What follows belongs to an exercise in optimizing a design on an open flow for small area, a short achievable clock period and few clock cycles per item; a production flow would make more cautious choices.
Where RTL was checked, it was by simulation tests only, not by an equivalence proof against the original.
No functional check of the RTL was part of runs 4 and 5.
No activity file was given, so power comes from the tool's default toggle rates.

==> design.v <==
module rvl_enc (
    input  wire        clk,
    input  wire        rst,
    input  wire        start,         
    input  wire [31:0] start_count,
    output wire        busy,
    input  wire        in_valid,
    input  wire [15:0] in_data,
    output wire        in_ready,
    output wire        out_valid,
    output wire [7:0]  out_data,
    input  wire        out_ready,
    output wire [2:0]  st_state,
    output wire [31:0] st_count,
    output wire [31:0] st_index,
    output wire [33:0] st_bytes
);
    localparam [2:0] S_IDLE = 3'd0, S_RUN = 3'd1, S_TAIL = 3'd2, S_FLUSH = 3'd3,
                     S_DONE = 3'd6;
    reg [2:0]  st;
    reg [31:0] cnt, idx, run;
    reg [33:0] nbytes;
    reg [15:0] last;             
    reg [16:0] code;             
    reg [2:0]  t_c;              
    reg        more;             
    reg        em;               
    reg        ph;               
    reg [3:0]  di;               
    reg        pend;             
    reg [3:0]  pnib;
    reg [7:0]  ob;
    reg        obv;
    function [3:0] top11;
        input [31:0] v;
        begin
            if      (v[31:30] != 0) top11 = 4'd10;
            else if (v[29:27] != 0) top11 = 4'd9;
            else if (v[26:24] != 0) top11 = 4'd8;
            else if (v[23:21] != 0) top11 = 4'd7;
            else if (v[20:18] != 0) top11 = 4'd6;
            else if (v[17:15] != 0) top11 = 4'd5;
            else if (v[14:12] != 0) top11 = 4'd4;
            else if (v[11:9]  != 0) top11 = 4'd3;
            else if (v[8:6]   != 0) top11 = 4'd2;
            else if (v[5:3]   != 0) top11 = 4'd1;
            else                    top11 = 4'd0;
        end
    endfunction
    function [2:0] top6;
        input [16:0] v;
        begin
            if      (v[16:15] != 0) top6 = 3'd5;
            else if (v[14:12] != 0) top6 = 3'd4;
            else if (v[11:9]  != 0) top6 = 3'd3;
            else if (v[8:6]   != 0) top6 = 3'd2;
            else if (v[5:3]   != 0) top6 = 3'd1;
            else                    top6 = 3'd0;
        end
    endfunction
    function [2:0] dig11;
        input [31:0] v;
        input [3:0]  i;
        begin
            case (i)
                4'd0:    dig11 = v[2:0];
                4'd1:    dig11 = v[5:3];
                4'd2:    dig11 = v[8:6];
                4'd3:    dig11 = v[11:9];
                4'd4:    dig11 = v[14:12];
                4'd5:    dig11 = v[17:15];
                4'd6:    dig11 = v[20:18];
                4'd7:    dig11 = v[23:21];
                4'd8:    dig11 = v[26:24];
                4'd9:    dig11 = v[29:27];
                default: dig11 = {1'b0, v[31:30]};
            endcase
        end
    endfunction
    function [2:0] dig6;
        input [16:0] v;
        input [2:0]  i;
        begin
            case (i)
                3'd0:    dig6 = v[2:0];
                3'd1:    dig6 = v[5:3];
                3'd2:    dig6 = v[8:6];
                3'd3:    dig6 = v[11:9];
                3'd4:    dig6 = v[14:12];
                default: dig6 = {1'b0, v[16:15]};
            endcase
        end
    endfunction
    wire [16:0] delta   = {1'b0, in_data} - {1'b0, last};
    wire [16:0] code_in = {delta[15:0], 1'b0} ^ {17{delta[16]}};
    wire [3:0] t_r   = top11(run);
    wire       tail  = (st == S_TAIL);
    wire       di_nz = (di != 4'd0);
    wire       di_g1 = (di > 4'd1);
    wire [3:0] dim1  = di - 4'd1;
    wire [3:0] dim2  = di - 4'd2;
    reg [3:0] n0, n1;
    reg       has1, pdone, nph;
    reg [3:0] ndi;
    always @(*) begin
        n1    = 4'd0;
        has1  = 1'b0;
        pdone = 1'b0;
        nph   = ph;
        ndi   = dim2;
        if (!ph) begin
            n0 = {di_nz, dig11(run, di)};
            if (di_nz) begin
                n1   = {di_g1, dig11(run, dim1)};
                has1 = 1'b1;
                if (!di_g1) begin
                    nph   = 1'b1;
                    ndi   = {1'b0, t_c};
                    pdone = tail;
                end
            end else if (tail) begin
                pdone = 1'b1;
            end else begin
                n1    = {t_c != 3'd0, dig6(code, t_c)};
                has1  = 1'b1;
                nph   = 1'b1;
                ndi   = {1'b0, t_c} - 4'd1;
                pdone = (t_c == 3'd0);
            end
        end else begin
            n0 = {di_nz, dig6(code, di[2:0])};
            if (di_nz) begin
                n1    = {di_g1, dig6(code, dim1[2:0])};
                has1  = 1'b1;
                pdone = !di_g1;
            end else begin
                pdone = 1'b1;
            end
        end
    end
    wire       of    = !obv || out_ready;
    wire       step  = em && of;
    wire       fin   = step && pdone;
    wire       wr    = pend || has1;
    wire [7:0] byte_ = pend ? {pnib, n0} : {n0, n1};
    assign in_ready  = (st == S_RUN) && more && (!em || (of && pdone));
    wire   take      = in_valid && in_ready;
    wire   nz        = (in_data != 16'd0);
    wire [31:0] run_p1 = run + 32'd1;
    assign busy      = (st != S_IDLE) && (st != S_DONE);
    assign out_valid = obv;
    assign out_data  = ob;
    assign st_state  = st;
    assign st_count  = cnt;
    assign st_index  = idx;
    assign st_bytes  = nbytes;
    always @(posedge clk) begin
        if (rst) begin
            st     <= S_IDLE;
            cnt    <= 32'd0;
            idx    <= 32'd0;
            nbytes <= 34'd0;
            run    <= 32'd0;
            last   <= 16'd0;
            more   <= 1'b0;
            em     <= 1'b0;
            pend   <= 1'b0;
            obv    <= 1'b0;
        end else if (start) begin
            st     <= S_RUN;
            cnt    <= start_count;
            idx    <= 32'd0;
            nbytes <= 34'd0;
            run    <= 32'd0;
            last   <= 16'd0;
            more   <= (start_count != 32'd0);
            em     <= 1'b0;
            pend   <= 1'b0;
            obv    <= 1'b0;
        end else begin
            if (obv && out_ready)
                nbytes <= nbytes + 34'd1;
            if (step && wr) begin
                ob  <= byte_;
                obv <= 1'b1;
            end else if (out_ready) begin
                obv <= 1'b0;
            end
            if (step) begin
                pend <= pend ? has1 : !has1;
                pnib <= pend ? n1 : n0;
                ph   <= nph;
                di   <= ndi;
            end
            if (fin)
                em <= 1'b0;
            case (st)
                S_RUN: begin
                    if (take) begin
                        idx  <= idx + 32'd1;
                        more <= (idx + 32'd1 != cnt);
                        if (nz) begin
                            last <= in_data;
                            code <= code_in;
                            t_c  <= top6(code_in);
                            em   <= 1'b1;
                            ph   <= 1'b0;
                            di   <= fin ? 4'd0 : t_r;
                            if (fin)
                                run <= 32'd0;
                        end else begin
                            run <= fin ? 32'd1 : run_p1;
                        end
                    end else if (fin) begin
                        run <= 32'd0;
                        if (!more)
                            st <= S_FLUSH;
                    end else if (!em && !more) begin
                        if (run != 32'd0) begin
                            em <= 1'b1;
                            ph <= 1'b0;
                            di <= t_r;
                            st <= S_TAIL;
                        end else begin
                            st <= S_FLUSH;
                        end
                    end
                end
                S_TAIL: begin
                    if (fin)
                        st <= S_FLUSH;
                end
                S_FLUSH: begin
                    if (pend) begin
                        if (of) begin
                            ob   <= {pnib, 4'h0};
                            obv  <= 1'b1;
                            pend <= 1'b0;
                        end
                    end else if (of) begin
                        st <= S_DONE;
                    end
                end
                default: ;
            endcase
        end
    end
endmodule
module rvl_dec (
    input  wire        clk,
    input  wire        rst,
    input  wire        start,         
    input  wire [31:0] start_count,
    input  wire [33:0] start_len,
    output wire        busy,
    input  wire        in_valid,
    input  wire [7:0]  in_data,
    output wire        in_ready,
    output wire        out_valid,
    output wire [15:0] out_data,
    input  wire        out_ready,
    output wire [2:0]  st_state,
    output wire [1:0]  st_err,
    output wire [31:0] st_count,
    output wire [33:0] st_len,
    output wire [31:0] st_produced,
    output wire [33:0] st_bytes_in,
    output wire [34:0] st_nibbles
);
    localparam [2:0] S_IDLE = 3'd0, S_PARSE = 3'd1, S_ZEROS = 3'd2, S_DRAIN = 3'd3,
                     S_DONE = 3'd6, S_ERROR = 3'd7;
    localparam [1:0] E_NONE = 2'd0, E_TRUNCATED = 2'd1, E_OVERRUN = 2'd2,
                     E_OUT_OF_RANGE = 2'd3;
    reg [2:0]  st;
    reg [1:0]  err;
    reg [31:0] cnt, prod, acc;
    reg [31:0] rem;              
    reg [33:0] len, bin;
    reg [34:0] nib;
    reg [1:0]  kd;               
    reg [15:0] prev, po;
    reg        pov;
    reg        aovf;
    reg        gt;               
    reg        zchk;             
    reg        hb;               
    reg [15:0] nbuf;             
    reg [2:0]  nc;               
    wire of         = !pov || out_ready;
    wire in_grp     = (st == S_PARSE) || (st == S_ZEROS);
    assign in_ready = hb && ((st == S_DRAIN) || (in_grp && (nc <= 3'd2)));
    wire take       = in_valid && in_ready;
    assign busy        = (st != S_IDLE) && (st != S_DONE) && (st != S_ERROR);
    assign out_valid   = pov;
    assign out_data    = po;
    assign st_state    = st;
    assign st_err      = err;
    assign st_count    = cnt;
    assign st_len      = len;
    assign st_produced = prod;
    assign st_bytes_in = bin;
    assign st_nibbles  = nib;
    function rng_bad;
        input [31:0] c;
        input        ovf;
        input [15:0] p;
        begin
            rng_bad = ovf || (c[31:17] != 15'd0) ||
                      (c[0] ? (c[16:1] >= p) : (c[16:1] > ~p));
        end
    endfunction
    wire [3:0]  n0    = nbuf[3:0];
    wire [3:0]  n1    = nbuf[7:4];
    wire        e0    = !n0[3];
    wire        e1    = !n1[3];
    wire [31:0] acc_a = {acc[28:0], n0[2:0]};
    wire        ovf_a = aovf || (acc[31:29] != 3'd0);
    wire [31:0] acc_c = {acc_a[28:0], n1[2:0]};        
    wire        ovf_c = ovf_a || (acc_a[31:29] != 3'd0);
    wire [31:0] acc_d = {29'd0, n1[2:0]};              
    wire [31:0] acc1  = e0 ? 32'd0 : acc_a;
    wire        ovf1  = !e0 && ovf_a;
    wire [31:0] acc_b = e0 ? acc_d : acc_c;
    wire        ovf_b = !e0 && ovf_c;
    wire        gt1   = e0 ? !gt : gt;
    wire [31:0] prod1 = prod + 32'd1;
    wire [31:0] rem1  = rem - 32'd1;
    wire        last1 = (rem == 32'd1);
    wire        z_bad = aovf || (acc > rem);
    wire        bad_a = rng_bad(acc_a, ovf_a, prev);
    wire        bad_c = rng_bad(acc_c, ovf_c, prev);
    wire        bad_d = rng_bad(acc_d, 1'b0, prev);
    wire        bad_b = e0 ? bad_d : bad_c;
    wire        zr_a  = !ovf_a && (acc_a == 32'd0);
    wire        zr_b  = !ovf_b && (acc_b == 32'd0);
    wire [16:0] cval  = (e0 && gt) ? acc_a[16:0] : acc_b[16:0];
    wire [15:0] dlt   = {16{cval[0]}} ^ cval[16:1];
    wire [15:0] rec   = prev + dlt;
    reg  [1:0]  k;
    reg         wpix;            
    reg         nzc;
    reg  [2:0]  nst;
    reg  [1:0]  nerr;
    reg  [31:0] nacc;
    reg         novf, ngt;
    always @(*) begin
        k    = 2'd0;
        wpix = 1'b0;
        nzc  = 1'b0;
        nst  = st;
        nerr = err;
        nacc = acc;
        novf = aovf;
        ngt  = gt;
        if (nc == 3'd0) begin
            if (!hb) begin
                nerr = E_TRUNCATED;
                nst  = S_DRAIN;
            end
        end else begin
            k = 2'd1;
            if (e0 && !gt && !zr_a) begin
                nacc = acc_a;
                novf = ovf_a;
                ngt  = 1'b1;
                nzc  = 1'b1;
                nst  = S_ZEROS;
            end else if (e0 && gt && bad_a) begin
                nerr = E_OUT_OF_RANGE;
                nst  = S_DRAIN;
            end else if (e0 && gt && last1) begin
                wpix = 1'b1;
                nst  = S_DRAIN;
            end else begin
                wpix = e0 && gt;
                nacc = acc1;
                novf = ovf1;
                ngt  = gt1;
                if (nc != 3'd1) begin
                    k = 2'd2;
                    if (!e1) begin
                        nacc = acc_b;
                        novf = ovf_b;
                    end else if (!gt1) begin
                        nacc = acc_b;
                        novf = ovf_b;
                        ngt  = 1'b1;
                        if (!zr_b) begin
                            nzc = 1'b1;
                            nst = S_ZEROS;
                        end
                    end else if (bad_b) begin
                        nerr = E_OUT_OF_RANGE;
                        nst  = S_DRAIN;
                    end else begin
                        wpix = 1'b1;
                        nacc = 32'd0;
                        novf = 1'b0;
                        ngt  = 1'b0;
                        if (last1)
                            nst = S_DRAIN;
                    end
                end
            end
        end
    end
    wire        pstep = (st == S_PARSE) && of;
    wire [1:0]  kk    = pstep ? k : 2'd0;
    wire [15:0] shq   = (kk == 2'd0) ? nbuf : (kk == 2'd1) ? {4'd0, nbuf[15:4]} : {8'd0, nbuf[15:8]};
    wire [2:0]  ncs   = nc - {1'b0, kk};
    reg  [15:0] nq;
    always @(*) begin
        nq = shq;
        if (take) begin
            case (ncs[1:0])
                2'd0: nq = {shq[15:8], in_data[3:0], in_data[7:4]};
                2'd1: nq = {shq[15:12], in_data[3:0], in_data[7:4], shq[3:0]};
                default: nq = {in_data[3:0], in_data[7:4], shq[7:0]};
            endcase
        end
    end
    always @(posedge clk) begin
        if (rst) begin
            st   <= S_IDLE;
            err  <= E_NONE;
            cnt  <= 32'd0;
            len  <= 34'd0;
            prod <= 32'd0;
            bin  <= 34'd0;
            nib  <= 35'd0;
            kd   <= 2'd0;
            hb   <= 1'b0;
            pov  <= 1'b0;
            nc   <= 3'd0;
        end else if (start) begin
            st   <= (start_count != 32'd0) ? S_PARSE : S_DRAIN;
            err  <= E_NONE;
            cnt  <= start_count;
            len  <= start_len;
            prod <= 32'd0;
            rem  <= start_count;
            bin  <= 34'd0;
            nib  <= 35'd0;
            kd   <= 2'd0;
            hb   <= (start_len != 34'd0);
            pov  <= 1'b0;
            nc   <= 3'd0;
            prev <= 16'd0;
            acc  <= 32'd0;
            aovf <= 1'b0;
            gt   <= 1'b0;
        end else begin
            if (take) begin
                bin <= bin + 34'd1;
                hb  <= (bin + 34'd1 != len);
            end
            if (pov && out_ready)
                pov <= 1'b0;
            nbuf <= nq;
            nc   <= ncs + (take ? 3'd2 : 3'd0);
            nib  <= nib + {33'd0, kd};
            kd   <= kk;
            case (st)
                S_PARSE: begin
                    if (of) begin
                        st   <= nst;
                        err  <= nerr;
                        acc  <= nacc;
                        aovf <= novf;
                        gt   <= ngt;
                        zchk <= nzc;
                        if (wpix) begin
                            po   <= rec;
                            pov  <= 1'b1;
                            prev <= rec;
                            prod <= prod1;
                            rem  <= rem1;
                        end
                    end
                end
                S_ZEROS: begin
                    if (zchk && z_bad) begin
                        err <= E_OVERRUN;
                        st  <= S_DRAIN;
                    end else if (of) begin
                        zchk <= 1'b0;
                        po   <= 16'd0;
                        pov  <= 1'b1;
                        prod <= prod1;
                        rem  <= rem1;
                        acc  <= acc - 32'd1;
                        if (acc == 32'd1)
                            st <= last1 ? S_DRAIN : S_PARSE;
                    end
                end
                S_DRAIN: begin
                    if (!hb && of)
                        st <= (err == E_NONE) ? S_DONE : S_ERROR;
                end
                default: ;
            endcase
        end
    end
endmodule
module rvl_core (
    input  wire        clk,
    input  wire        rst,
    input  wire        cmd_valid,
    input  wire [67:0] cmd_word,
    input  wire        enc_in_valid,
    input  wire [15:0] enc_in_data,
    output wire        enc_in_ready,
    output wire        enc_out_valid,
    output wire [7:0]  enc_out_data,
    input  wire        enc_out_ready,
    input  wire        dec_in_valid,
    input  wire [7:0]  dec_in_data,
    output wire        dec_in_ready,
    output wire        dec_out_valid,
    output wire [15:0] dec_out_data,
    input  wire        dec_out_ready,
    input  wire [3:0]  sts_sel,
    output reg  [35:0] sts_data
);
    localparam [1:0] OP_ENC_START = 2'b00, OP_DEC_START = 2'b01;
    localparam [1:0] CE_OK = 2'd0, CE_RESERVED_OP = 2'd1, CE_BUSY = 2'd2;
    wire [1:0]  cmd_op    = cmd_word[67:66];
    wire [31:0] cmd_count = cmd_word[65:34];
    wire [33:0] cmd_len   = cmd_word[33:0];
    wire enc_busy, dec_busy;
    wire enc_start = cmd_valid && (cmd_op == OP_ENC_START) && !enc_busy;
    wire dec_start = cmd_valid && (cmd_op == OP_DEC_START) && !dec_busy;
    reg [1:0] cmd_err;
    always @(posedge clk) begin
        if (rst)
            cmd_err <= CE_OK;
        else if (cmd_valid) begin
            case (cmd_op)
                OP_ENC_START: cmd_err <= enc_busy ? CE_BUSY : CE_OK;
                OP_DEC_START: cmd_err <= dec_busy ? CE_BUSY : CE_OK;
                default:      cmd_err <= CE_RESERVED_OP;
            endcase
        end
    end
    wire [2:0]  e_state;
    wire [31:0] e_count, e_index;
    wire [33:0] e_bytes;
    wire [2:0]  d_state;
    wire [1:0]  d_err;
    wire [31:0] d_count, d_produced;
    wire [33:0] d_len, d_bytes_in;
    wire [34:0] d_nibbles;
    rvl_enc u_enc (
        .clk(clk), .rst(rst), .start(enc_start), .start_count(cmd_count),
        .busy(enc_busy),
        .in_valid(enc_in_valid), .in_data(enc_in_data), .in_ready(enc_in_ready),
        .out_valid(enc_out_valid), .out_data(enc_out_data), .out_ready(enc_out_ready),
        .st_state(e_state), .st_count(e_count), .st_index(e_index), .st_bytes(e_bytes)
    );
    rvl_dec u_dec (
        .clk(clk), .rst(rst), .start(dec_start), .start_count(cmd_count),
        .start_len(cmd_len), .busy(dec_busy),
        .in_valid(dec_in_valid), .in_data(dec_in_data), .in_ready(dec_in_ready),
        .out_valid(dec_out_valid), .out_data(dec_out_data), .out_ready(dec_out_ready),
        .st_state(d_state), .st_err(d_err), .st_count(d_count), .st_len(d_len),
        .st_produced(d_produced), .st_bytes_in(d_bytes_in), .st_nibbles(d_nibbles)
    );
    always @(*) begin
        case (sts_sel)
            4'd0:    sts_data = {34'd0, cmd_err};
            4'd1:    sts_data = {33'd0, e_state};
            4'd2:    sts_data = {4'd0, e_count};
            4'd3:    sts_data = {4'd0, e_index};
            4'd4:    sts_data = {2'd0, e_bytes};
            4'd5:    sts_data = {33'd0, d_state};
            4'd6:    sts_data = {34'd0, d_err};
            4'd7:    sts_data = {4'd0, d_count};
            4'd8:    sts_data = {2'd0, d_len};
            4'd9:    sts_data = {4'd0, d_produced};
            4'd10:   sts_data = {2'd0, d_bytes_in};
            4'd11:   sts_data = {1'd0, d_nibbles};
            default: sts_data = 36'd0;
        endcase
    end
endmodule
==> run.sh <==
#!/bin/bash
# synth_recipe.tcl (not shown) runs the flow's synth.tcl, then flattens the netlist and writes it again
# the make line also repeats each setting of config.mk as NAME=value (left out here)
make -C /OpenROAD-flow-scripts/flow DESIGN_CONFIG=/design/flow/config.mk WORK_HOME=/design/flow/orfs CLKGATE_MAP_FILE= SYNTH_SCRIPT=/design/flow/synth_recipe.tcl finish
==> config.mk <==
export PLATFORM = sky130hd
export DESIGN_NAME = rvl_core
export DESIGN_NICKNAME = rvl_core
export VERILOG_FILES = /design/flow/design.v
export SDC_FILE = /design/flow/constraint.sdc
export NUM_CORES = 4
export LEC_CHECK = 0
export ABC_CLOCK_PERIOD_IN_PS = 5000
export CAP_MARGIN = 20
export CORE_MARGIN = 2
export CORE_UTILIZATION = 40
export SETUP_SLACK_MARGIN = 2.8
export SLEW_MARGIN = 20
==> constraint.sdc <==
create_clock -name core_clock -period 7.0 [get_ports {clk}]
set_input_delay 1.4000 -clock core_clock [delete_from_list [all_inputs] [get_ports {clk}]]
set_output_delay 1.4000 -clock core_clock [all_outputs]
set_load 0.01 [all_outputs]
==> run_results.csv, run 1 <==
group,metric,value,unit
status,status,"complete, no violations",
setup_path,critPathMaxFanout,7,
power_and_ir_drop,pwr-share-comb,0.279,
routing,routed-via-count,29700,
setup_path,cp.required,5.60,ns
global_route,grt_busiest_layer,"met2",
setup_path,regToRegSetupSlack,2.88,ns
floorplanning,die_width,284,um
yosys,synthTopCellsByArea,"dfxtp_1 21%, edfxtp_1 15%, ha_1 6.1%, xnor2_1 5.5%, nand2_1 5.5%",
power_and_ir_drop,powerDensity,246,mW/mm^2
global_route,grt_pass1_vias,27100,
power_and_ir_drop,p_leak,13.3,nW
clock_network,cts_made_buffers,57,
sta,hold_viol,0,
sta,max_slew.worst_pin.slew,0.909,ns
sta,max_freq,0.236,GHz
cells_and_area,multiInputGateArea,0.0193,mm^2
clock_network,htreeDepth,2,
clock_network,numClockSinks,486,
routing,via_per_inst,5.92,
power_and_ir_drop,p_clk_frac,0.332,
routing,first_pass_iters,8,
floorplanning,std_cell_rows,102,
yosys,ys_seq_area_frac,0.358,
sta,setup_viol,0,
sta,clock-skew-final,0.0418,ns
clock_network,clock_path_buffers,3,
cells_and_area,syn_to_final_growth,18.4,%
cells_and_area,seq_area,0.0113,mm^2
cells_and_area,fin_nets,4178,
yosys,post_synth_inst_count,3780,
yosys,syn_avg_cell_area,8.31,um^2
place,port_buffers,165,
yosys,syn_area,0.0314,mm^2
setup_path,path_class,"input pin to primary output",
place,dp_hpwl,77400,um
clock_network,cts_tree,"built",
routing,detail_route.iter0.violations,2886,
sta,rsz0062_at_grt,"true",
yosys,synth_most_common_cell,"nand2_1",
power_and_ir_drop,finalPower,9.13,mW
power_and_ir_drop,seqPwrFrac,0.389,
floorplanning,pin_count,167,
power_and_ir_drop,vdd_drop_max,0.174,mV
min_path,hold_path_depth,2,
yosys,syn_nets,4041,
global_route,grt_use_total,0.259,
sta,tns,0,ns
power_and_ir_drop,p_int,6.01,mW
cells_and_area,drive_gt1_frac,0.0979,
routing,drt-total-wl,109000,um
routing,drcViolationCount,0,
yosys,synth_ff_type,"dfxtp_1",
yosys,synth-async-reset-ratio,0,
sta,relSlewSlack,0.389,
global_route,use_met1,0.381,
flow_run,maxCapViolCount,0,
floorplanning,die_h,284,um
clock_network,clk_latency,0.64,ns
global_route,grt_pass1_wl,166000,um
global_route,met2_usage,0.389,
yosys,synthDominantCellAreaShare,0.213,
setup_path,reg2reg_depth,13,
routing,wire_per_inst,21.8,um
place,gp_congestion,0.928,
cells_and_area,n_fill_cell,7674,
global_route,antenna_found_initial,2,
sta,finalCriticalPeriod,4.24,ns
yosys,synth_common_cells,"457 x nand2_1, 387 x nor2_1, 334 x dfxtp_1",
yosys,synth_top_area_cell,"dfxtp_1",
yosys,ys_warn_count,3,
global_route,grt_max_degree,155,
yosys,yosysUniqueCellTypes,85,
setup_path,end_kind,"primary output",
clock_network,root_buffer,"clkbuf_16",
power_and_ir_drop,switching_share,0.342,
power_and_ir_drop,p_sw,3.12,mW
yosys,synth-edff-count,152,
sta,maxSlewViolCount,0,
routing,antenna_left,0,
floorplanning,die_area,0.0808,mm^2
setup_path,start_kind,"input pin",
sta,period_share,0.605,
min_path,min_path_type,"flop to flop",
global_route,grt_overflow,0,
global_route,met3_usage,0.0441,
floorplanning,core,0.0776,mm^2
clock_network,clkTransAtPathRegs,0.06,ns
setup_path,arrival,2.84,ns
floorplanning,initial_core_util,0.405,
yosys,ys_ff_latch,486,
## registers in the layout, indices dropped and copies added (netlist names), 3 cells and up
register / cells
u_dec.nc: 3
u_dec.acc: 32
u_dec.po: 16
u_dec.len: 34
u_enc.nbytes: 34
u_dec.cnt: 32
u_enc.pnib: 4
u_dec.st: 3
u_enc.run: 32
u_dec.prod: 32
u_dec.prev: 16
u_enc.code: 17
u_enc.di: 4
u_dec.bin: 34
u_dec.rem: 32
u_enc.st: 3
u_dec.nbuf: 16
u_enc.idx: 32
u_enc.t_c: 3
u_enc.ob: 8
u_enc.cnt: 32
u_enc.last: 16
u_dec.nib: 35
## timing repair
item,4_1_cts,5_1_grt
hold buffers,0,0
setup buffers,60,39
cloned,6,0
endpoints found under the hold margin,0,0
endpoints found under the setup margin,117,144
resized for setup,187,70
pin swaps,28,32
## worst max-delay path, cell delays in order
cell	delay, ns
buf_12	0.09
nand2b_4	0.14
nor3_4	0.05
buf_12	0.13
buf_6	0.11
a222oi_1	0.35
o31ai_1	0.14
a211o_1	0.27
buf_2	0.15
## final timing paths
check / startpoint / endpoint
max: sts_sel[3] / sts_data[0]
min: u_dec.cnt[2]$_SDFFE_PP0P_ / u_dec.cnt[2]$_SDFFE_PP0P_
max reg2reg: u_dec.acc[9]$_SDFFCE_PP0P_ / u_dec.nbuf[3]$_DFFE_PP_
min reg2reg: u_dec.cnt[2]$_SDFFE_PP0P_ / u_dec.cnt[2]$_SDFFE_PP0P_
## layout make-up
cell class                      instances  share of cell area
Clock inverter                         24             0.00589
Antenna cell                            3            0.000202
Multi-Input combinational cell       2938               0.519
Sequential cell                       486               0.302
Clock buffer                           83              0.0450
Tap cell                             1040              0.0350
Timing Repair Buffer                  315              0.0802
Inverter                              119              0.0121
## metrics by stage
step | utilization | cell area (um^2) | std cells | worst slack (ns) | hold WS (ns)
after floorplan | - | 31500 | 3780 | 2.70 | 0.436
after global placement | 0.437 | 33900 | 4793 | 1.34 | 0.463
after detailed placement | 0.437 | 33900 | 4793 | 1.33 | 0.468
after CTS | 0.473 | 36700 | 4966 | 2.73 | 0.476
after global routing | 0.479 | 37200 | 5005 | 2.69 | 0.503
final | 0.479 | 37200 | 5008 | 2.76 | 0.471
## logic make-up after synthesis
kind of cell,share of synthesized area
simple gates,0.233
compound gates,0.175
flops,0.358
xor+xnor,0.100
buf+inv,0.0431
fa+ha+maj,0.0642
mux,0.0257
other cells,0.000119
## power groups by stage
stage	Combinational (mW)	Clock [mW]	Sequential, mW
after floorplan	1.70	0	3.48
after global placement	2.30	0	3.63
after detailed placement	2.32	0	3.63
after CTS	2.44	3.09	3.55
after global routing	2.81	3.20	3.57
final	2.55	3.03	3.55
## cell usage in the layout (no fill, tap or decap), types with 112 or more instances in the layout
cell type,instances
nand2_1,452
nor2_1,378
dfxtp_1,333
a21oi_1,246
xnor2_1,197
xor2_1,161
edfxtp_1,152
ha_1,151
a22oi_1,132
buf_4,129
clkdlybuf4s50_1,123
o21ai_0,114
inv_1,112
## per-layer routing
metal  wire, um  vias to the layer above
met4       3080                        0
met2      46700                     1179
met1      49700                    14300
met3       9600                      170
li1           -                    14000
met5          0                        -
Testbench counts, summed over its fixed seeds: cycles 10,960, items 18,582.
==> inputs of run 2 (changes only) <==
--- a/config.mk
+++ b/config.mk
@@ -9,5 +9,7 @@
 export CAP_MARGIN = 20
 export CORE_MARGIN = 2
 export CORE_UTILIZATION = 40
+export GPL_ROUTABILITY_DRIVEN = 0
+export GPL_TIMING_DRIVEN = 0
 export SETUP_SLACK_MARGIN = 2.8
 export SLEW_MARGIN = 20
==> run_results.csv, run 2 <==
group,metric,value,unit
status,status,"complete, no violations",
yosys,synth_top_area_cell,"dfxtp_1",
yosys,ys_ff_latch,486,
cells_and_area,n_fill_cell,7442,
sta,max_freq,0.227,GHz
clock_network,root_buffer,"clkbuf_16",
clock_network,cts_made_buffers,58,
cells_and_area,seq_area,0.0113,mm^2
cells_and_area,final_area,0.0391,mm^2
yosys,synthTopCellsByArea,"dfxtp_1 21%, edfxtp_1 15%, ha_1 6.1%, xnor2_1 5.5%, nand2_1 5.5%",
yosys,synth-async-reset-ratio,0,
routing,first_pass_iters,8,
min_path,min_path_type,"flop to flop",
setup_path,start_kind,"input pin",
cells_and_area,largest_register_ffs,35,
power_and_ir_drop,vdd_drop_max,0.159,mV
power_and_ir_drop,powerDensity,245,mW/mm^2
floorplanning,initial_core_util,0.405,
sta,clock-skew-final,0.0611,ns
routing,routed-via-count,31200,
floorplanning,std_cell_rows,102,
sta,tns,0,ns
min_path,hold_path_depth,2,
sta,setup_viol,0,
routing,via_per_inst,5.94,
clock_network,cts_tree,"built",
setup_path,startpoint,"sts_sel[3]",
setup_path,reg2reg_to,"u_dec.nbuf[2]$_DFFE_PP_",
clock_network,clkTransAtPathRegs,0.06,ns
cells_and_area,final_cell_mix,"455 x nand2_1, 375 x nor2_1, 334 x dfxtp_1, 245 x a21oi_1, 195 x xnor2_1",
routing,wire_per_inst,22.6,um
yosys,post_synth_inst_count,3780,
yosys,synth_most_common_cell,"nand2_1",
cells_and_area,drive_gt1_frac,0.130,
sta,finalCriticalPeriod,4.41,ns
floorplanning,die_area,0.0808,mm^2
global_route,grt_max_degree,28,
yosys,syn_avg_cell_area,8.31,um^2
sta,hold_viol,0,
global_route,antenna_found_initial,3,
clock_network,htreeDepth,2,
cells_and_area,final_common_cell,"nand2_1",
sta,max_slew.worst_pin.slew,1.17,ns
setup_path,critPathMaxFanout,5,
sta,maxSlewViolCount,0,
global_route,grt_overflow,0,
cells_and_area,multiInputGateArea,0.0197,mm^2
routing,drt-total-wl,119000,um
setup_path,path_class,"input pin to primary output",
routing,antenna_left,0,
place,dpl_cell_area,0.0345,mm^2
yosys,yosysUniqueCellTypes,85,
clock_network,numClockSinks,486,
yosys,ys_warn_count,3,
sta,period_share,0.630,
floorplanning,pin_count,167,
floorplanning,core,0.0776,mm^2
yosys,ys_seq_area_frac,0.358,
yosys,syn_nets,4041,
setup_path,arrival,3.01,ns
place,dp_hpwl,87200,um
clock_network,clk_latency,0.66,ns
sta,whs,0.471,ns
setup_path,cp.required,5.60,ns
cells_and_area,fin_nets,4421,
setup_path,regToRegSetupSlack,2.77,ns
yosys,synth_common_cells,"457 x nand2_1, 387 x nor2_1, 334 x dfxtp_1",
sta,relSlewSlack,0.218,
yosys,synthDominantCellAreaShare,0.213,
setup_path,reg2reg_depth,17,
global_route,grt_pass1_wl,176000,um
yosys,synth-edff-count,152,
floorplanning,die_width,284,um
flow_run,maxCapViolCount,0,
yosys,syn_area,0.0314,mm^2
power_and_ir_drop,p_leak,14.1,nW
global_route,grt_use_total,0.280,
place,port_buffers,164,
clock_network,clock_path_buffers,3,
floorplanning,die_h,284,um
clock_network,ctsHoldBuffers,0,
routing,detail_route.iter0.violations,3536,
sta,rsz0062_at_grt,"true",
routing,drcViolationCount,0,
setup_path,end_kind,"primary output",
yosys,synth_ff_type,"dfxtp_1",
cells_and_area,largest-register,"u_dec.nib",
cells_and_area,syn_to_final_growth,24.6,%
setup_path,rr_startpoint,"u_dec.acc[13]$_SDFFCE_PP0P_",
setup_path,cp-endpoint,"sts_data[6]",
global_route,grt_pass1_vias,29000,
==> run 2: changes by cell type in the layout (fill, tap and decap cells not counted), sizes merged <==
cell           before  now
clkbuf             88  291
buf               164  218
clkdlybuf4s15      13    1
clkinvlp            2    8
dlygate4sd2         7    1
clkinv             21   18
bufbuf              2    0
bufinv              2    4
diode               3    1
dlymetal6s2s        1    2
==> run 2: layer usage <==
layer / track usage / up-vias / wire length, um
met5: 0 / - / 35
met3: 0.0446 / 276 / 10800
met2: 0.431 / 1504 / 51700
met1: 0.392 / 14900 / 50800
met4: 0.110 / 6 / 5230
li1: - / 14500 / -
==> run 2: cells by family after synthesis <==
kind of cell               Yosys count  synth area share
and+or+nand+nor                   1512             0.233
AOI/OAI and AO/OA                  832             0.175
DFF                                486             0.358
xor gates and xnor gates           359             0.100
buffers and inverters              356            0.0431
adders and majority gates          159            0.0642
muxes                               75            0.0257
other                                1          0.000119
==> run 2: power breakdown <==
| group | internal (mW) | switching (mW) | leakage, nW |
|---|---|---|---|
| clock network | 1.88 | 1.33 | 0.989 |
| registers | 3.25 | 0.225 | 4.09 |
| logic | 1.16 | 1.74 | 8.99 |
==> run 2: how the worst min path moves through the flow <==
stage	to	from	slack, ns
CTS	u_dec.cnt[24]$_SDFFE_PP0P_	u_dec.cnt[24]$_SDFFE_PP0P_	0.46
floorplan	u_dec.cnt[0]$_SDFFE_PP0P_	u_dec.cnt[0]$_SDFFE_PP0P_	0.44
global route	u_dec.cnt[8]$_SDFFE_PP0P_	u_dec.cnt[8]$_SDFFE_PP0P_	0.49
finish	u_dec.cnt[24]$_SDFFE_PP0P_	u_dec.cnt[24]$_SDFFE_PP0P_	0.47
global placement	u_dec.cnt[24]$_SDFFE_PP0P_	u_dec.cnt[24]$_SDFFE_PP0P_	0.44
detailed placement	u_dec.cnt[30]$_SDFFE_PP0P_	u_dec.cnt[30]$_SDFFE_PP0P_	0.45
==> run 2: layout make-up <==
class / count / share of cell area
Antenna cell: 1 / 0.0000640
Buffer: 237 / 0.0358
Clock buffer: 79 / 0.0442
Clock inverter: 29 / 0.00793
Inverter: 119 / 0.0117
Multi-Input combinational cell: 2938 / 0.504
Sequential cell: 486 / 0.288
Tap cell: 1040 / 0.0333
Timing Repair Buffer: 320 / 0.0754
==> run 2: critical path, stage by stage <==
cell	delay, ns
buf_8	0.09
clkbuf_16	0.13
buf_4	0.12
buf_6	0.10
nor3_4	0.04
buf_6	0.14
clkbuf_16	0.17
a22oi_2	0.29
nand4_1	0.28
buf_2	0.23
==> run 2: stage by stage <==
stage | utilization | std cells | setup WS [ns] | total power, mW
detailed placement | 0.445 | 4987 | 0.247 | 6.04
global route | 0.504 | 5248 | 2.56 | 10.0
finish | 0.504 | 5249 | 2.59 | 9.59
global placement | 0.444 | 4984 | 0.0137 | 6.00
floorplan | - | 3780 | 2.70 | 5.17
CTS | 0.493 | 5196 | 2.58 | 9.44
==> run 2: timing repair <==
item	4_1_cts	5_1_grt
resized for setup	388	149
pin swaps	52	70
gates cloned	4	3
buffers inserted	97	49
endpoints found under the setup margin	272	209
==> inputs of run 3 (changes only) <==
--- a/config.mk
+++ b/config.mk
@@ -9,7 +9,7 @@
 export CAP_MARGIN = 20
 export CORE_MARGIN = 2
 export CORE_UTILIZATION = 40
-export GPL_ROUTABILITY_DRIVEN = 0
-export GPL_TIMING_DRIVEN = 0
+export CTS_CLUSTER_DIAMETER = 100
+export CTS_CLUSTER_SIZE = 40
 export SETUP_SLACK_MARGIN = 2.8
 export SLEW_MARGIN = 20
==> run_results.csv, run 3 <==
group,metric,value,unit
status,status,"complete, no violations",
setup_path,reg2reg_to,"u_enc.st[0]$_SDFFE_PP0P_",
place,dp_hpwl,77400,um
yosys,synth_top_family_by_area,"simple AND/OR/NAND/NOR gates",
cells_and_area,final_cell_mix,"452 x nand2_1, 379 x nor2_1, 333 x dfxtp_1, 246 x a21oi_1, 197 x xnor2_1",
yosys,synth_adder_area_share,0.0642,
place,port_buffers,165,
floorplanning,die_h,284,um
floorplanning,pin_count,167,
yosys,syn_nets,4041,
yosys,syn_area,0.0314,mm^2
global_route,grt_pass1_wl,164000,um
routing,drcViolationCount,0,
cells_and_area,syn_to_final_growth,15.7,%
min_path,hold_path_end,"u_dec.cnt[2]$_SDFFE_PP0P_",
yosys,ys_seq_area_frac,0.358,
setup_path,regToRegSetupSlack,2.91,ns
power_and_ir_drop,vdd_drop_max,0.220,mV
yosys,synth_common_cells,"457 x nand2_1, 387 x nor2_1, 334 x dfxtp_1",
global_route,grt_pass1_vias,26600,
cells_and_area,drive_gt1_frac,0.0897,
place,gp_congestion,0.928,
sta,period_share,0.610,
cells_and_area,n_fill_cell,7730,
yosys,synth_top_area_cell,"dfxtp_1",
sta,maxSlewViolCount,0,
clock_network,numClockSinks,486,
clock_network,htreeDepth,1,
clock_network,cts_tree,"built",
sta,clock-skew-final,0.0494,ns
clock_network,cts_made_buffers,27,
clock_network,ctsHoldBuffers,0,
cells_and_area,final_area,0.0363,mm^2
routing,routed-via-count,29300,
routing,antenna_left,0,
yosys,muxShareOfSynthArea,0.0257,
setup_path,path_class,"input pin to primary output",
power_and_ir_drop,powerDensity,223,mW/mm^2
min_path,min_path_type,"flop to flop",
clock_network,root_buffer,"clkbuf_16",
yosys,syn_avg_cell_area,8.31,um^2
setup_path,rr_startpoint,"u_enc.t_c[1]$_SDFFCE_PP0P_",
cells_and_area,largest_register_ffs,35,
setup_path,cp.required,5.60,ns
setup_path,critPathMaxFanout,5,
yosys,ys_ff_latch,486,
sta,relSlewSlack,0.301,
sta,hold_viol,0,
min_path,hold_path_depth,2,
global_route,antenna_found_initial,3,
sta,finalCriticalPeriod,4.27,ns
global_route,grt_use_total,0.255,
routing,wire_per_inst,21.8,um
yosys,synthXorXnorAreaFrac,0.100,
routing,via_per_inst,5.93,
place,dpl_cell_area,0.0339,mm^2
cells_and_area,fin_nets,4141,
sta,max_freq,0.234,GHz
floorplanning,std_cell_rows,102,
sta,setup_viol,0,
yosys,synth_ff_type,"dfxtp_1",
yosys,synth-edff-count,152,
clock_network,clkTransAtPathRegs,0.11,ns
yosys,synthSimpleGateAreaFrac,0.233,
cells_and_area,largest-register,"u_dec.nib",
routing,drt-total-wl,108000,um
yosys,synth-async-reset-ratio,0,
floorplanning,core,0.0776,mm^2
flow_run,maxCapViolCount,0,
setup_path,arrival,2.87,ns
min_path,hold_start,"u_dec.cnt[2]$_SDFFE_PP0P_",
clock_network,clk_latency,0.65,ns
setup_path,end_kind,"primary output",
sta,max_slew.worst_pin.slew,1.05,ns
routing,detail_route.iter0.violations,3078,
floorplanning,die_area,0.0808,mm^2
setup_path,reg2reg_depth,25,
yosys,ys_warn_count,3,
yosys,yosysUniqueCellTypes,85,
sta,tns,0,ns
yosys,synthTopCellsByArea,"dfxtp_1 21%, edfxtp_1 15%, ha_1 6.1%, xnor2_1 5.5%, nand2_1 5.5%",
floorplanning,initial_core_util,0.405,
cells_and_area,final_common_cell,"nand2_1",
clock_network,clock_path_buffers,3,
yosys,post_synth_inst_count,3780,
global_route,grt_max_degree,155,
yosys,synth_most_common_cell,"nand2_1",
floorplanning,die_width,284,um
setup_path,start_kind,"input pin",
sta,rsz0062_at_grt,"true",
routing,first_pass_iters,6,
yosys,synth_compound_gate_area_share,0.175,
power_and_ir_drop,p_leak,12.9,nW
yosys,synthDominantCellAreaShare,0.213,
global_route,grt_overflow,0,
run 3: cell counts after synthesis:
Identical to the previous run, type by type.
run 3: what timing repair did:
action / in CTS / in global routing
endpoints found under the setup margin: 112 / 188
cloned: 6 / 3
buffers inserted: 60 / 29
resized for setup: 191 / 87
pin swaps: 31 / 40
run 3: layout make-up:
type	instances	area, um^2	area share
antenna	3	7.51	0.000207
clock buffer	27	676	0.0186
sequential	486	11300	0.310
multi-input combinational	2939	19300	0.532
clock inverter	23	322	0.00885
inverter	119	450	0.0124
timing repair buffer	307	2990	0.0822
tap	1040	1300	0.0358
run 3: worst max-delay path, cell delays in order:
cell      delay, ns
buf_12         0.09
nand2b_4       0.14
nor3_4         0.05
buf_12         0.14
buf_16         0.13
a222oi_1       0.35
o31ai_1        0.14
a211o_1        0.27
buf_2          0.15
run 3: kinds of logic (layout without fill, tap and decap cells):
group,count (synthesis),in the layout
adders and majority gates,159,159
muxes,75,75
DFF,486,486
AOI/OAI and AO/OA,832,832
other,1,4
and+or+nand+nor,1512,1513
buffers and inverters,356,476
xor gates and xnor gates,359,359
run 3: report_power, final:
part | leakage (nW) | internal, mW | switching, mW | total (mW)
clock | 0.483 | 0.856 | 1.16 | 2.02
sequential | 4.09 | 3.25 | 0.297 | 3.54
combinational | 8.29 | 1.02 | 1.52 | 2.54
run 3: how the worst max path moves through the flow:
stage | from | endpoint | slack, ns
2_1_floorplan | u_dec.acc[23]$_SDFFCE_PP0P_ | u_dec.rem[0]$_DFFE_PP_ | 2.70
3_3_place_gp | sts_sel[3] | sts_data[15] | 1.34
3_5_place_dp | sts_sel[3] | sts_data[16] | 1.33
4_1_cts | sts_sel[2] | sts_data[15] | 2.56
5_1_grt | sts_sel[3] | sts_data[0] | 2.66
6_report | sts_sel[3] | sts_data[0] | 2.73
run 3: routing by layer:
layer / up-vias / GRT usage / part of all wire
li1: 13900 / - / -
met1: 14100 / 0.377 / 0.45
met2: 1200 / 0.387 / 0.43
met3: 137 / 0.0413 / 0.093
met4: 0 / 0.0584 / 0.024
met5: - / 0 / 0
run 3: metrics by stage:
stage          setup slack (ns)  power [mW]  utilization  std cells  hold slack [ns]
2_1_floorplan              2.70        5.17            -       3780            0.436
3_3_place_gp               1.34        5.93        0.437       4793            0.463
3_5_place_dp               1.33        5.95        0.437       4793            0.468
4_1_cts                    2.56        8.04        0.461       4909            0.491
5_1_grt                    2.66        8.52        0.468       4941            0.513
6_report                   2.73        8.10        0.468       4944            0.486
==> inputs of run 4 (changes only) <==
--- a/design.v
+++ b/design.v
@@ -273,7 +273,7 @@
                      E_OUT_OF_RANGE = 2'd3;
     reg [2:0]  st;
     reg [1:0]  err;
-    reg [31:0] cnt, prod, acc;
+    reg [31:0] cnt, acc;
     reg [31:0] rem;              
     reg [33:0] len, bin;
     reg [34:0] nib;
@@ -297,7 +297,7 @@
     assign st_err      = err;
     assign st_count    = cnt;
     assign st_len      = len;
-    assign st_produced = prod;
+    assign st_produced = rem;
     assign st_bytes_in = bin;
     assign st_nibbles  = nib;
     function rng_bad;
@@ -323,7 +323,6 @@
     wire [31:0] acc_b = e0 ? acc_d : acc_c;
     wire        ovf_b = !e0 && ovf_c;
     wire        gt1   = e0 ? !gt : gt;
-    wire [31:0] prod1 = prod + 32'd1;
     wire [31:0] rem1  = rem - 32'd1;
     wire        last1 = (rem == 32'd1);
     wire        z_bad = aovf || (acc > rem);
@@ -425,7 +424,7 @@
             err  <= E_NONE;
             cnt  <= 32'd0;
             len  <= 34'd0;
-            prod <= 32'd0;
+            rem  <= 32'd0;
             bin  <= 34'd0;
             nib  <= 35'd0;
             kd   <= 2'd0;
@@ -437,7 +436,6 @@
             err  <= E_NONE;
             cnt  <= start_count;
             len  <= start_len;
-            prod <= 32'd0;
             rem  <= start_count;
             bin  <= 34'd0;
             nib  <= 35'd0;
@@ -473,7 +471,6 @@
                             po   <= rec;
                             pov  <= 1'b1;
                             prev <= rec;
-                            prod <= prod1;
                             rem  <= rem1;
                         end
                     end
@@ -486,7 +483,6 @@
                         zchk <= 1'b0;
                         po   <= 16'd0;
                         pov  <= 1'b1;
-                        prod <= prod1;
                         rem  <= rem1;
                         acc  <= acc - 32'd1;
                         if (acc == 32'd1)
@@ -494,8 +490,10 @@
                     end
                 end
                 S_DRAIN: begin
-                    if (!hb && of)
-                        st <= (err == E_NONE) ? S_DONE : S_ERROR;
+                    if (!hb && of) begin
+                        st  <= (err == E_NONE) ? S_DONE : S_ERROR;
+                        rem <= cnt - rem;
+                    end
                 end
                 default: ;
             endcase
--- a/config.mk
+++ b/config.mk
@@ -9,7 +9,5 @@
 export CAP_MARGIN = 20
 export CORE_MARGIN = 2
 export CORE_UTILIZATION = 40
-export CTS_CLUSTER_DIAMETER = 100
-export CTS_CLUSTER_SIZE = 40
 export SETUP_SLACK_MARGIN = 2.8
 export SLEW_MARGIN = 20
==> run_results.csv, run 4 <==
group,metric,value,unit
status,status,"complete, no violations",
yosys,synth_most_common_cell,"nand2_1",
global_route,grt_overflow,0,
clock_network,root_buffer,"clkbuf_16",
global_route,grt_pass1_vias,28900,
power_and_ir_drop,vdd_drop_max,0.235,mV
place,dp_slack,1.22,ns
power_and_ir_drop,finalPower,10.3,mW
sta,setup_viol,0,
setup_path,cp.required,5.60,ns
global_route,grt_use_total,0.280,
setup_path,regToRegSetupSlack,2.72,ns
flow_run,maxCapViolCount,0,
routing,detail_route.iter0.violations,3561,
yosys,ys_ff_latch,454,
sta,maxSlewViolCount,0,
power_and_ir_drop,p_leak,14.0,nW
global_route,antenna_found_initial,1,
place,port_buffers,165,
cells_and_area,largest_register_ffs,35,
place,gp_congestion,0.975,
cells_and_area,finalNonFillerCells,5195,
setup_path,end_kind,"primary output",
sta,period_share,0.636,
clock_network,cts_tree,"built",
floorplanning,std_cell_rows,103,
routing,drcViolationCount,0,
routing,drt-total-wl,119000,um
clock_network,clock_path_buffers,3,
sta,max_freq,0.224,GHz
global_route,grt_busiest_layer,"met2",
routing,routed-via-count,31200,
yosys,syn_nets,4221,
yosys,syn_area,0.0318,mm^2
routing,first_pass_iters,13,
yosys,syn_avg_cell_area,8.08,um^2
sta,worst_slack,2.55,ns
yosys,synth_top_area_cell,"dfxtp_1",
sta,tns,0,ns
sta,max_slew.worst_pin.slew,1.08,ns
global_route,met3_usage,0.0432,
sta,finalCriticalPeriod,4.45,ns
sta,hold_viol,0,
cells_and_area,drive_gt1_frac,0.120,
floorplanning,die_h,286,um
routing,antenna_left,0,
yosys,synth-edff-count,120,
floorplanning,die_area,0.0817,mm^2
yosys,yosysUniqueCellTypes,103,
sta,rsz0062_at_grt,"true",
global_route,grt_pass1_wl,179000,um
sta,relSlewSlack,0.274,
yosys,synth-async-reset-ratio,0,
yosys,synthDominantCellAreaShare,0.210,
sta,clock-skew-final,0.0225,ns
setup_path,critPathMaxFanout,8,
setup_path,path_class,"input pin to primary output",
clock_network,numClockSinks,454,
yosys,ys_warn_count,3,
yosys,post_synth_inst_count,3929,
cells_and_area,n_antenna_cell,0,
setup_path,start_kind,"input pin",
cells_and_area,largest-register,"u_dec.nib",
yosys,synth_common_cells,"476 x nand2_1, 386 x nor2_1, 334 x dfxtp_1",
place,dp_hpwl,84300,um
global_route,use_met1,0.376,
cells_and_area,syn_to_final_growth,20.7,%
yosys,synth_ff_type,"dfxtp_1",
min_path,min_path_type,"flop to flop",
clock_network,htreeDepth,2,
setup_path,arrival,3.05,ns
clock_network,clkTransAtPathRegs,0.06,ns
floorplanning,core,0.0787,mm^2
cells_and_area,final_cell_mix,"469 x nand2_1, 379 x nor2_1, 334 x dfxtp_1, 290 x a21oi_1, 196 x xnor2_1",
cells_and_area,final_common_cell,"nand2_1",
yosys,ys_seq_area_frac,0.324,
floorplanning,initial_core_util,0.403,
place,place_inst,4952,
yosys,synthTopCellsByArea,"dfxtp_1 21%, edfxtp_1 11%, ha_1 7.2%, nand2_1 5.6%, xnor2_1 5.4%",
clock_network,clk_latency,0.65,ns
routing,via_per_inst,6.01,
cells_and_area,fin_nets,4392,
global_route,met2_usage,0.443,
power_and_ir_drop,powerDensity,268,mW/mm^2
clock_network,cts_made_buffers,54,
global_route,grt_max_degree,75,
floorplanning,die_width,286,um
routing,wire_per_inst,23.0,um
floorplanning,pin_count,167,
-- run 4: cell types whose count changed in the layout (fill, tap and decap cells not counted), sizes merged, moves of 28 or more --
cell	before	now
clkbuf	36	64
ha	154	184
a22oi	137	51
buf	160	219
a222oi	5	64
nand3	106	140
a21oi	248	299
o21ai	117	169
nand4	102	71
edfxtp	152	120
or3	42	73
-- run 4: worst paths after layout --
kind,from,to,depth (start not counted)
setup / recovery,sts_sel[2],sts_data[21],10
hold / removal,u_enc.cnt[18]$_SDFFE_PP0P_,u_enc.cnt[18]$_SDFFE_PP0P_,2
setup reg to reg,u_dec.acc[11]$_SDFFCE_PP0P_,u_dec.nbuf[1]$_DFFE_PP_,14
hold reg to reg,u_enc.cnt[18]$_SDFFE_PP0P_,u_enc.cnt[18]$_SDFFE_PP0P_,2
-- run 4: metal layers --
metal / vias to the layer above / part of all wire / wire length (um)
met5: - / 0.00011 / 13
met2: 1411 / 0.45 / 53300
met4: 2 / 0.052 / 6250
met1: 14900 / 0.42 / 50200
met3: 285 / 0.080 / 9520
li1: 14600 / - / -
-- run 4: report_power, final --
group	internal, mW	switching (mW)
combinational	1.48	2.15
clock	1.97	1.30
sequential	3.00	0.365
-- run 4: what timing repair did --
| action | in CTS | in global routing |
|---|---|---|
| pin swaps | 99 | 50 |
| hold buffers | 0 | 0 |
| gates resized for setup | 302 | 60 |
| endpoints found under the setup margin | 161 | 157 |
| gates cloned | 12 | 4 |
| buffers inserted | 101 | 24 |
-- run 4: cell type report --
class | count | area, um^2
fill | 7537 | 40400
multi-input combinational | 3095 | 20700
sequential | 454 | 10300
timing repair buffer | 348 | 3470
clock buffer | 62 | 1440
tap | 1050 | 1310
clock inverter | 39 | 598
inverter | 147 | 559
-- run 4: kinds of logic (layout without fill, tap and decap cells) --
kind of cell,count (synthesis),count (layout),synth area share
XOR/XNOR,353,353,0.0973
adder cells (fa/ha/maj),190,190,0.0759
multiplexers,71,71,0.0241
other,1,1,0.000118
flip-flops,454,454,0.324
AO/OA/AOI/OAI,953,953,0.201
buffers and inverters,381,596,0.0477
AND/OR/NAND/NOR,1526,1527,0.230
-- run 4: per-stage QoR --
| stage | util | hold slack [ns] | cell area, um^2 |
|---|---|---|---|
| finish | 0.487 | 0.482 | 38300 |
| global route | 0.487 | 0.515 | 38300 |
| CTS | 0.480 | 0.484 | 37800 |
| detailed placement | 0.435 | 0.475 | 34300 |
| global placement | 0.435 | 0.473 | 34300 |
| floorplan | - | 0.444 | 31900 |
-- run 4: worst max-delay path, cell delays in order --
cell,delay (ns)
buf_6,0.07
buf_6,0.11
nand2b_4,0.16
buf_6,0.13
nor2_4,0.05
buf_6,0.12
buf_16,0.15
a222oi_1,0.40
nand3_1,0.25
buf_2,0.21
==> inputs of run 5 (changes only) <==
--- a/design.v
+++ b/design.v
@@ -273,7 +273,7 @@
                      E_OUT_OF_RANGE = 2'd3;
     reg [2:0]  st;
     reg [1:0]  err;
-    reg [31:0] cnt, acc;
+    reg [31:0] cnt, prod, acc;
     reg [31:0] rem;              
     reg [33:0] len, bin;
     reg [34:0] nib;
@@ -297,7 +297,7 @@
     assign st_err      = err;
     assign st_count    = cnt;
     assign st_len      = len;
-    assign st_produced = rem;
+    assign st_produced = prod;
     assign st_bytes_in = bin;
     assign st_nibbles  = nib;
     function rng_bad;
@@ -323,16 +323,16 @@
     wire [31:0] acc_b = e0 ? acc_d : acc_c;
     wire        ovf_b = !e0 && ovf_c;
     wire        gt1   = e0 ? !gt : gt;
+    wire [31:0] prod1 = prod + 32'd1;
     wire [31:0] rem1  = rem - 32'd1;
     wire        last1 = (rem == 32'd1);
     wire        z_bad = aovf || (acc > rem);
-    wire        bad_a = rng_bad(acc_a, ovf_a, prev);
-    wire        bad_c = rng_bad(acc_c, ovf_c, prev);
-    wire        bad_d = rng_bad(acc_d, 1'b0, prev);
-    wire        bad_b = e0 ? bad_d : bad_c;
     wire        zr_a  = !ovf_a && (acc_a == 32'd0);
     wire        zr_b  = !ovf_b && (acc_b == 32'd0);
-    wire [16:0] cval  = (e0 && gt) ? acc_a[16:0] : acc_b[16:0];
+    wire        csel  = e0 && gt;
+    wire [31:0] cfull = csel ? acc_a : acc_b;
+    wire        cbad  = rng_bad(cfull, csel ? ovf_a : ovf_b, prev);
+    wire [16:0] cval  = cfull[16:0];
     wire [15:0] dlt   = {16{cval[0]}} ^ cval[16:1];
     wire [15:0] rec   = prev + dlt;
     reg  [1:0]  k;
@@ -364,7 +364,7 @@
                 ngt  = 1'b1;
                 nzc  = 1'b1;
                 nst  = S_ZEROS;
-            end else if (e0 && gt && bad_a) begin
+            end else if (e0 && gt && cbad) begin
                 nerr = E_OUT_OF_RANGE;
                 nst  = S_DRAIN;
             end else if (e0 && gt && last1) begin
@@ -388,7 +388,7 @@
                             nzc = 1'b1;
                             nst = S_ZEROS;
                         end
-                    end else if (bad_b) begin
+                    end else if (cbad) begin
                         nerr = E_OUT_OF_RANGE;
                         nst  = S_DRAIN;
                     end else begin
@@ -424,7 +424,7 @@
             err  <= E_NONE;
             cnt  <= 32'd0;
             len  <= 34'd0;
-            rem  <= 32'd0;
+            prod <= 32'd0;
             bin  <= 34'd0;
             nib  <= 35'd0;
             kd   <= 2'd0;
@@ -436,6 +436,7 @@
             err  <= E_NONE;
             cnt  <= start_count;
             len  <= start_len;
+            prod <= 32'd0;
             rem  <= start_count;
             bin  <= 34'd0;
             nib  <= 35'd0;
@@ -471,6 +472,7 @@
                             po   <= rec;
                             pov  <= 1'b1;
                             prev <= rec;
+                            prod <= prod1;
                             rem  <= rem1;
                         end
                     end
@@ -483,6 +485,7 @@
                         zchk <= 1'b0;
                         po   <= 16'd0;
                         pov  <= 1'b1;
+                        prod <= prod1;
                         rem  <= rem1;
                         acc  <= acc - 32'd1;
                         if (acc == 32'd1)
@@ -490,10 +493,8 @@
                     end
                 end
                 S_DRAIN: begin
-                    if (!hb && of) begin
-                        st  <= (err == E_NONE) ? S_DONE : S_ERROR;
-                        rem <= cnt - rem;
-                    end
+                    if (!hb && of)
+                        st <= (err == E_NONE) ? S_DONE : S_ERROR;
                 end
                 default: ;
             endcase
==> run_results.csv, run 5 <==
group,metric,value,unit
floorplanning,initial_core_util,0.402,
routing,drt-total-wl,114000,um
cells_and_area,fin_nets,4212,
yosys,synth_most_common_cell,"nand2_1",
yosys,synth_top_area_cell,"dfxtp_1",
routing,drcViolationCount,0,
sta,tns,0,ns
yosys,synth_ff_type,"dfxtp_1",
power_and_ir_drop,pwr-share-comb,0.278,
sta,rsz0062_at_grt,"true",
routing,routed.top_layer,"met5",
power_and_ir_drop,powerDensity,245,mW/mm^2
setup_path,critPathMaxFanout,8,
yosys,synth-async-reset-ratio,0,
power_and_ir_drop,seqPwrFrac,0.387,
cells_and_area,finalNonFillerCells,5074,
setup_path,startpoint,"sts_sel[2]",
clock_network,cts_made_buffers,59,
clock_network,cts_tree,"built",
sta,clock-skew-final,0.0639,ns
yosys,ys_seq_area_frac,0.363,
min_path,hold_path_end,"u_enc.last[13]$_SDFFE_PN0P_",
cells_and_area,finish.utilization,0.493,
min_path,hold_start,"u_enc.last[13]$_SDFFE_PN0P_",
global_route,grt_pass1_wl,171000,um
status,status,"complete, no violations",
floorplanning,die_area,0.0797,mm^2
setup_path,rr_startpoint,"u_dec.nbuf[3]$_DFFE_PP_",
routing,detail_route.iter0.violations,3349,
power_and_ir_drop,p_sw,3.12,mW
routing,wl_met1,49500,um
cells_and_area,drive_gt1_frac,0.131,
sta,max_slew.worst_pin.slew,1.16,ns
yosys,synth_common_cells,"427 x nand2_1, 402 x nor2_1, 334 x dfxtp_1",
cells_and_area,largest-register,"u_dec.nib",
clock_network,ctsHoldBuffers,0,
place,dpl_cell_area,0.0339,mm^2
power_and_ir_drop,p_leak,13.5,nW
yosys,syn_area,0.0310,mm^2
yosys,synthDominantCellAreaShare,0.216,
setup_path,reg2reg_to,"u_dec.nbuf[10]$_DFFE_PP_",
yosys,post_synth_inst_count,3777,
place,port_buffers,165,
sta,hold_viol,0,
sta,whs,0.489,ns
clock_network,htreeDepth,2,
global_route,grt_pass1_vias,27400,
routing,antenna_left,0,
sta,relSlewSlack,0.218,
floorplanning,std_cell_rows,102,
power_and_ir_drop,vdd_drop_max,0.254,mV
cells_and_area,final_common_cell,"nand2_1",
floorplanning,die_width,282,um
setup_path,end_kind,"primary output",
floorplanning,core,0.0771,mm^2
cells_and_area,largest_register_ffs,35,
cells_and_area,syn_to_final_growth,22.7,%
yosys,ys_ff_latch,486,
cells_and_area,final_cell_mix,"425 x nand2_1, 395 x nor2_1, 334 x dfxtp_1, 284 x a21oi_1, 190 x xnor2_1",
sta,setup_viol,0,
routing,route.met2.wl,48500,um
power_and_ir_drop,p_int,6.20,mW
routing,wire_per_inst,22.6,um
cells_and_area,seq_area,0.0113,mm^2
floorplanning,pin_count,167,
routing,routed-via-count,30300,
global_route,grt_overflow,0,
cells_and_area,multiInputGateArea,0.0194,mm^2
flow_run,maxCapViolCount,0,
place,place_inst,4808,
yosys,synth-edff-count,152,
power_and_ir_drop,switching_share,0.335,
min_path,min_path_type,"flop to flop",
yosys,synthTopCellsByArea,"dfxtp_1 22%, edfxtp_1 15%, xnor2_1 5.4%, nand2_1 5.2%, ha_1 4.9%",
clock_network,root_buffer,"clkbuf_16",
yosys,syn_avg_cell_area,8.20,um^2
cells_and_area,n_fill_cell,7526,
routing,first_pass_iters,7,
clock_network,clkTransAtPathRegs,0.05,ns
sta,period_share,0.631,
place,dp_slack,1.28,ns
setup_path,cp.required,5.60,ns
setup_path,path_class,"input pin to primary output",
cells_and_area,final_area,0.0380,mm^2
min_path,hold_path_depth,2,
sta,maxSlewViolCount,0,
sta,finalCriticalPeriod,4.42,ns
global_route,grt_max_degree,76,
power_and_ir_drop,finalPower,9.33,mW
clock_network,clock_path_buffers,3,
place,gp_congestion,0.977,
routing,met3_length,10700,um
power_and_ir_drop,p_clk_frac,0.335,
clock_network,clk_latency,0.66,ns
setup_path,reg2reg_depth,18,
global_route,grt_use_total,0.277,
global_route,antenna_found_initial,6,
floorplanning,die_h,282,um
setup_path,start_kind,"input pin",
sta,worst_slack,2.58,ns
setup_path,arrival,3.02,ns
sta,max_freq,0.226,GHz
clock_network,numClockSinks,486,
routing,via_per_inst,5.97,
setup_path,regToRegSetupSlack,2.61,ns
yosys,yosysUniqueCellTypes,85,
place,dp_hpwl,82300,um
yosys,ys_warn_count,3,
yosys,syn_nets,4006,
-- run 5: how the worst max path moves through the flow --
stage                                    endpoint  depth (start not counted)  slack (ns)
after detailed placement             sts_data[22]                          7        1.28
after global placement               sts_data[22]                          7        1.26
after CTS                 u_dec.nbuf[0]$_DFFE_PP_                         18        2.70
after floorplan            u_dec.rem[0]$_DFFE_PP_                         16        2.48
final                                 sts_data[3]                         10        2.58
after global routing      u_dec.nbuf[9]$_DFFE_PP_                         18        2.48
-- run 5: logic make-up after synthesis --
group	Yosys count	share of synthesized area
muxes	72	0.0260
and+or+nand+nor	1492	0.230
adders and majority gates	126	0.0519
buffers and inverters	367	0.0450
DFF	486	0.363
other	1	0.000121
AOI/OAI and AO/OA	896	0.189
xor gates and xnor gates	337	0.0953
-- run 5: cell type report --
type                       count  share of cell area
sequential                   486               0.296
inverter                     136              0.0136
timing repair buffer         374              0.0930
antenna                        3            0.000198
clock buffer                  73              0.0424
clock inverter                36             0.00935
tap                         1040              0.0342
multi-input combinational   2926               0.511
-- run 5: power groups by stage --
stage | logic, mW | clock network, mW | registers, mW
5_1_grt | 2.87 | 3.29 | 3.63
3_5_place_dp | 2.31 | 0 | 3.68
2_1_floorplan | 1.73 | 0 | 3.52
4_1_cts | 2.50 | 3.17 | 3.61
6_report | 2.59 | 3.12 | 3.61
3_3_place_gp | 2.29 | 0 | 3.69
-- run 5: critical path, cell delays in order --
cell      delay (ns)
buf_6           0.07
buf_6           0.11
nand2b_4        0.19
nor3_4          0.06
buf_6           0.12
buf_6           0.13
buf_4           0.14
a22oi_1         0.36
nand3_2         0.24
buf_6           0.18
-- run 5: repair_timing --
action | CTS | global route
endpoints found under the setup margin | 227 | 198
gates cloned | 12 | 5
pin swaps | 81 | 44
setup buffers | 91 | 46
gates resized for setup | 292 | 76
hold endpoints to repair | 0 | 0
-- run 5: routing by layer --
layer / global-route usage / up-vias
met5: 0.0122 / -
met4: 0.124 / 2
met3: 0.0564 / 252
met2: 0.408 / 1376
met1: 0.389 / 14500
li1: - / 14100

-- separate check: timing with driven ports --
The results above use ideal ports. As a check the final layouts listed here were re-extracted and re-timed, cells and wires unchanged.
Step 1 assumes that a clkbuf_16 drives the clock port and a buf_2 every other input.
Step 2 times the ports against the registers' clock, not the clock port: input delays grow and output delays shrink by t, the midpoint of the rising clock arrivals with the driver on.
a / b / c = no drivers / after step 1 / after step 2; a / b = the first two.
| run | t (ns) | slack for setup (ns) | hold WS [ns] | cell pins on the clock port's net |
|---|---|---|---|---|
| run 1 | 0.687 | 2.764 / 2.701 / 2.276 | 0.471 / 0.471 / 0.471 | 1 |
| run 2 | 0.701 | 2.592 / 2.537 / 2.193 | 0.471 / 0.471 / 0.471 | 1 |
| run 3 | 0.702 | 2.728 / 2.666 / 2.270 | 0.486 / 0.486 / 0.486 | 1 |
| run 4 | 0.701 | 2.545 / 2.504 / 2.324 | 0.482 / 0.482 / 0.482 | 1 |
| run 5 | 0.701 | 2.582 / 2.518 / 2.072 | 0.489 / 0.489 / 0.489 | 1 |
After both steps setup and hold are still met in every run listed. The setup slack of run 5, which loses most, moves by -0.064 ns with the drivers and by -0.510 ns with both steps.
